This is an optimization exercise on Yosys and OpenROAD, whose aim is small area, not a production implementation. Function was not checked in any run shown here: the RTL went through the layout flow alone. Power figures rest on the tool's default switching activity, not on a simulated workload.

==> flow/design.v, too long to show whole: its modules and the start of the top module <==
// module bitlink: 1932 lines
module bitlink #(
    parameter CLK_PER_US = 16
) (
    input  wire        clk,
    input  wire        rst_n,
    input  wire        sel,
    input  wire        wr,
    input  wire [6:0]  addr,
    input  wire [2:0]  size,
    input  wire [31:0] wdata,
    output wire [31:0] rdata,
    output reg         ready,
    output reg         err,
    output wire        sclk_o,
    output wire        sdio_o,
    output wire        sdio_oe,
    input  wire        sdio_i,
    output wire        ncs_o,
    output wire        nrst_o
);
  // ...
==> flow/run.sh <==
#!/bin/bash
# synth_recipe.tcl (not shown) runs the flow's synth.tcl, then flattens the netlist and writes it again
# the make line also repeats each setting of config.mk as NAME=value (left out here)
make -C /OpenROAD-flow-scripts/flow DESIGN_CONFIG=/design/flow/config.mk WORK_HOME=/design/flow/orfs CLKGATE_MAP_FILE= SYNTH_SCRIPT=/design/flow/synth_recipe.tcl finish
==> flow/config.mk <==
export PLATFORM = sky130hd
export DESIGN_NAME = bitlink
export DESIGN_NICKNAME = bitlink
export VERILOG_FILES = /design/flow/design.v
export SDC_FILE = /design/flow/constraint.sdc
export NUM_CORES = 4
export LEC_CHECK = 0
export CAP_MARGIN = 20
export CORE_MARGIN = 2
export CORE_UTILIZATION = 40
export CTS_BUF_LIST = sky130_fd_sc_hd__clkbuf_8
export CTS_CLUSTER_DIAMETER = 80
export CTS_CLUSTER_SIZE = 14
export SLEW_MARGIN = 20
==> flow/constraint.sdc <==
create_clock -name core_clock -period 12.0 [get_ports {clk}]
set_input_delay 2.4000 -clock core_clock [delete_from_list [all_inputs] [get_ports {clk}]]
set_output_delay 2.4000 -clock core_clock [all_outputs]
set_load 0.01 [all_outputs]
==> impl_metrics.json, run 1 <==
{
  "run_status": "timing/DRC/antenna clean",
  "synth.most_common_cell": "sky130_fd_sc_hd__edfxtp_1",
  "synth_compound_area_frac": 0.181,
  "final_nets": 4161,
  "worst_path_required_ns": 12.52,
  "met1_length_um": 77000,
  "power_mw": 5.51,
  "max_freq_mhz": 92.1,
  "worst_setup_path_end_kind": "register",
  "hp-start": "sdi_s1",
  "synthSimpleGateAreaFrac": 0.154,
  "critical_path_peak_fanout": 33,
  "clock_distribution_area_overhead_in_the_final_layout": 0.0274,
  "worst-slew-pin-transition_ns": 1.31,
  "synth.cell_area_um2": 43700,
  "netSwitchingFraction": 0.267,
  "synthesis.area_per_instance_um2": 11.2,
  "p_clk_frac": 0.301,
  "cts_hold_buffers": 0,
  "grt_remaining_overflow": 0,
  "clk_latency_ns": 0.80,
  "synth.area.mux_share": 0.0228,
  "fillerInstances": 10100,
  "cts.htree.levels": 3,
  "internal_power_mw": 4.04,
  "drt_pass1_iterations": 14,
  "routed_wire_length_per_instance_um": 38.8,
  "routed.top_layer": "met5",
  "gr-usage-all-layers": 0.369,
  "cts-root-to-sink-buffers": 3,
  "layout.cells.most_common_list": "sky130_fd_sc_hd__edfxtp_1, sky130_fd_sc_hd__nand2_1, sky130_fd_sc_hd__a22oi_1, sky130_fd_sc_hd__nor2_1, sky130_fd_sc_hd__buf_4",
  "grt_util_met1": 0.479,
  "async_reset_ff_frac": 0.202,
  "tritoncts": "built",
  "finClkSkew_ns": 0.0639,
  "start_kind": "register",
  "fin_util": 0.441,
  "worst-endpoint-arrival_ns": 11.37,
  "cp.buffers_inverters": 4,
  "pwr.group.sequential_mw": 3.20,
  "power_leader": "sequential cells",
  "irDropWorstVdd_mv": 0.178,
  "finish.instance_area_um2": 47900
}
==> run 2, diff against run 1 <==
--- a/flow/config.mk
+++ b/flow/config.mk
@@ -8,7 +8,7 @@
 export CAP_MARGIN = 20
 export CORE_MARGIN = 2
 export CORE_UTILIZATION = 40
-export CTS_BUF_LIST = sky130_fd_sc_hd__clkbuf_8
-export CTS_CLUSTER_DIAMETER = 80
-export CTS_CLUSTER_SIZE = 14
+export CTS_BUF_LIST = sky130_fd_sc_hd__clkbuf_16
+export CTS_CLUSTER_DIAMETER = 100
+export CTS_CLUSTER_SIZE = 20
 export SLEW_MARGIN = 20
==> impl_metrics.json, run 2 <==
{
  "ys_top_cells_by_area": "sky130_fd_sc_hd__edfxtp_1, sky130_fd_sc_hd__dfrtp_1, sky130_fd_sc_hd__a22oi_1",
  "post-route-worst-setup-slack_ns": 1.21,
  "detail_route.iter0.violations": 7616,
  "detail_route.drc_violations": 0,
  "synth_nets": 4115,
  "final.setup.tns_ns": 0,
  "power.sequential.fraction": 0.560,
  "die-height_um": 335,
  "initial_core_util": 0.403,
  "clk_pin_slew_ns": 0.09,
  "postCtsSetupRepairBufs": 0,
  "fillerInstances": 10100,
  "grt_first_pass_wirelength_um": 288000,
  "kind_of_critical_path": "reg2reg",
  "netSwitchingFraction": 0.258,
  "largest_register": "treg",
  "synth_ff_type": "sky130_fd_sc_hd__edfxtp_1",
  "clk_latency_ns": 0.72,
  "cts_hold_buffers": 0,
  "largest_register_ff_count": 288,
  "grt_setup_unrepaired": "false",
  "async_reset_ff_frac": 0.202,
  "tritoncts": "built",
  "floorplan.io_pins": 86,
  "fin_crit_ns": 10.79,
  "die_width_um": 335,
  "synth.most_common_cell": "sky130_fd_sc_hd__edfxtp_1",
  "setup_viol": 0,
  "share_of_cells_above_drive_strength_1": 0.103,
  "top_regs": "treg x288, rxbuf x56",
  "avgViaCountPerCell": 7.10,
  "synthesis.area_per_instance_um2": 11.2,
  "cap_viol_max_count": 0,
  "power.static_leakage_nw": 17.1,
  "worst_setup_path_end_kind": "register",
  "dp_cells": 5295,
  "synth_sequential_area_ratio": 0.522,
  "routed-via-count": 38300,
  "yosys-top-cells-count": "sky130_fd_sc_hd__edfxtp_1, sky130_fd_sc_hd__nand2_1, sky130_fd_sc_hd__a22oi_1",
  "postSynthRegisterBits": 816,
  "synth_cells": 3911,
  "worst-slew-pin-transition_ns": 1.34,
  "ant_nets": 0,
  "internal_power_mw": 4.23,
  "post-synth-top-area-fraction": 0.388,
  "critical-path-max-stage-delay_ns": 0.65,
  "run_status": "timing/DRC/antenna clean",
  "layout.cells.most_common_list": "sky130_fd_sc_hd__edfxtp_1, sky130_fd_sc_hd__nand2_1, sky130_fd_sc_hd__a22oi_1, sky130_fd_sc_hd__nor2_1, sky130_fd_sc_hd__buf_4",
  "cts-root-to-sink-buffers": 3,
  "drt_pass1_iterations": 10,
  "synth.cell_area_um2": 43700,
  "power-per-cell-area_nw_per_um2": 119,
  "worst_path_most_repeated_cell": "sky130_fd_sc_hd__fa_1",
  "fin_util": 0.443,
  "critical_path_peak_fanout": 33,
  "clock_sink_count": 816,
  "p_clk_frac": 0.325,
  "synthDistinctLibCells": 113,
  "power_frac_comb": 0.115,
  "finish.instance_area_um2": 48100,
  "fin_hold_ws_ns": 0.331,
  "layout.cells.most_common": "sky130_fd_sc_hd__edfxtp_1",
  "cts_made_buffers": 50,
  "critPathSlowestCell": "sky130_fd_sc_hd__nor2_1",
  "report.final.slew_viol_count": 0,
  "die-area_um2": 112000,
  "cts.htree.levels": 2,
  "final_nets": 4141,
  "gr-usage-all-layers": 0.369,
  "start_kind": "register",
  "finClkSkew_ns": 0.0418,
  "max_freq_mhz": 92.7,
  "r2r_setup_slack_ns": 1.21,
  "worst_path_required_ns": 12.44,
  "post_cts_resize_count": 0,
  "place_ws_ns": 1.06,
  "antenna_found_initial": 16,
  "hpwl_um": 147000,
  "placed_cell_area_um2": 46500,
  "power.net_switching_mw": 1.47,
  "placeableCoreArea_um2": 109000,
  "gpl.final_weighted_congestion": 1.04,
  "grt_remaining_overflow": 0,
  "instances_no_fill": 5398,
  "routed_wire_length_per_instance_um": 39.1,
  "place.port_buffers": 85,
  "synth_area_leader_cell": "sky130_fd_sc_hd__edfxtp_1",
  "hold_path_class": "reg2reg",
  "final.period_utilization": 0.899,
  "number_of_synthesized_flops_with_an_enable_pin": 565,
  "synth_warnings": 1,
  "power_mw": 5.71,
  "routed_wl_um": 211000,
  "cts-root-buf": "sky130_fd_sc_hd__clkbuf_16",
  "irDropWorstVdd_mv": 0.169,
  "syn_to_final_growth_pct": 10.1,
  "finalHoldViolations": 0,
  "worst-endpoint-arrival_ns": 11.23,
  "placementRows": 121,
  "via_count_of_the_first_global_routing_pass": 35000,
  "area.sequential_um2": 22800,
  "pin_count_of_the_biggest_net_entering_global_routing": 65,
  "timing.max_slew.rel_slack": 0.102,
  "multi_input_comb_area_um2": 19300
}
run 2: logic make-up after synthesis:
group / share of synthesized area
xor+xnor: 0.0202
simple gates: 0.154
flops: 0.522
fa+ha+maj: 0.0590
mux: 0.0228
buf+inv: 0.0403
compound gates: 0.181
run 2: critical path: cells and delay by family, from the launching register on:
family,cells,cell delay (ns)
adders and majority gates,19,5.98
and+or+nand+nor,5,1.22
DFF,1,0.63
xor gates and xnor gates,3,0.46
AOI/OAI and AO/OA,6,1.60
buffers and inverters,3,0.63
run 2: routing by layer:
metal / share of wire / up-vias / GRT usage
met4: 0.084 / 26 / 0.249
li1: - / 15200 / -
met3: 0.14 / 745 / 0.119
met5: 0.0015 / - / 0.00999
met2: 0.41 / 3304 / 0.527
met1: 0.36 / 19100 / 0.476
run 2: power groups by stage:
stage	Sequential, mW	Combinational [mW]	Clock (mW)
6_report	3.19	0.655	1.86
4_1_cts	3.19	0.675	1.85
5_1_grt	3.20	0.760	1.95
2_1_floorplan	3.24	0.409	0
3_5_place_dp	3.26	0.665	0
3_3_place_gp	3.26	0.646	0
run 2: final timing paths:
| check | startpoint | to | depth (start not counted) |
|---|---|---|---|
| worst min register to register | sdi_s1 | sdi_s2 | 0 |
| worst min-delay path | sdi_s1 | sdi_s2 | 0 |
| max in group asynchronous | rst_n | xf_s[12] | 3 |
| worst max register to register | ctrl[0] | xf_y[24] | 36 |
| worst max-delay path | ctrl[0] | xf_y[24] | 36 |
| min in group asynchronous | rst_n | pos_x[18] | 1 |
run 2: cell type report:
class                           count  area share
Timing Repair Buffer              257      0.0446
Inverter                          128     0.00999
Multi-Input combinational cell   2684       0.402
Antenna cell                        5    0.000260
Tap cell                         1414      0.0368
Clock inverter                     43     0.00518
Sequential cell                   816       0.475
Clock buffer                       51      0.0265

separate check: timing with driven ports:
How much do the figures lean on ideal ports? The routed layouts below were timed once more, with nothing changed but the port constraints.
Step 1: set_driving_cell puts a clkbuf_16 on clk and a buf_2 on each other input, an assumption about the parent block.
Step 2 times the ports against the registers' clock, not the clock port: input delays grow and output delays shrink by t, the midpoint of the rising clock arrivals with the driver on.
Three values: no drivers, after step 1, after step 2; two values: the first two.
run | t (ns) | setup WS [ns] | worst setup path after step 2 | cell pins on the clock port's net
run 1 | 0.832 | 1.147 / 1.147 / 0.958 | input to register | 1
run 2 | 0.776 | 1.209 / 1.209 / 0.967 | input to register | 1
After both steps setup and hold are still met in every run listed. The setup slack of run 2, which loses most, moves by 0.000 ns with the drivers and by -0.242 ns with both steps.
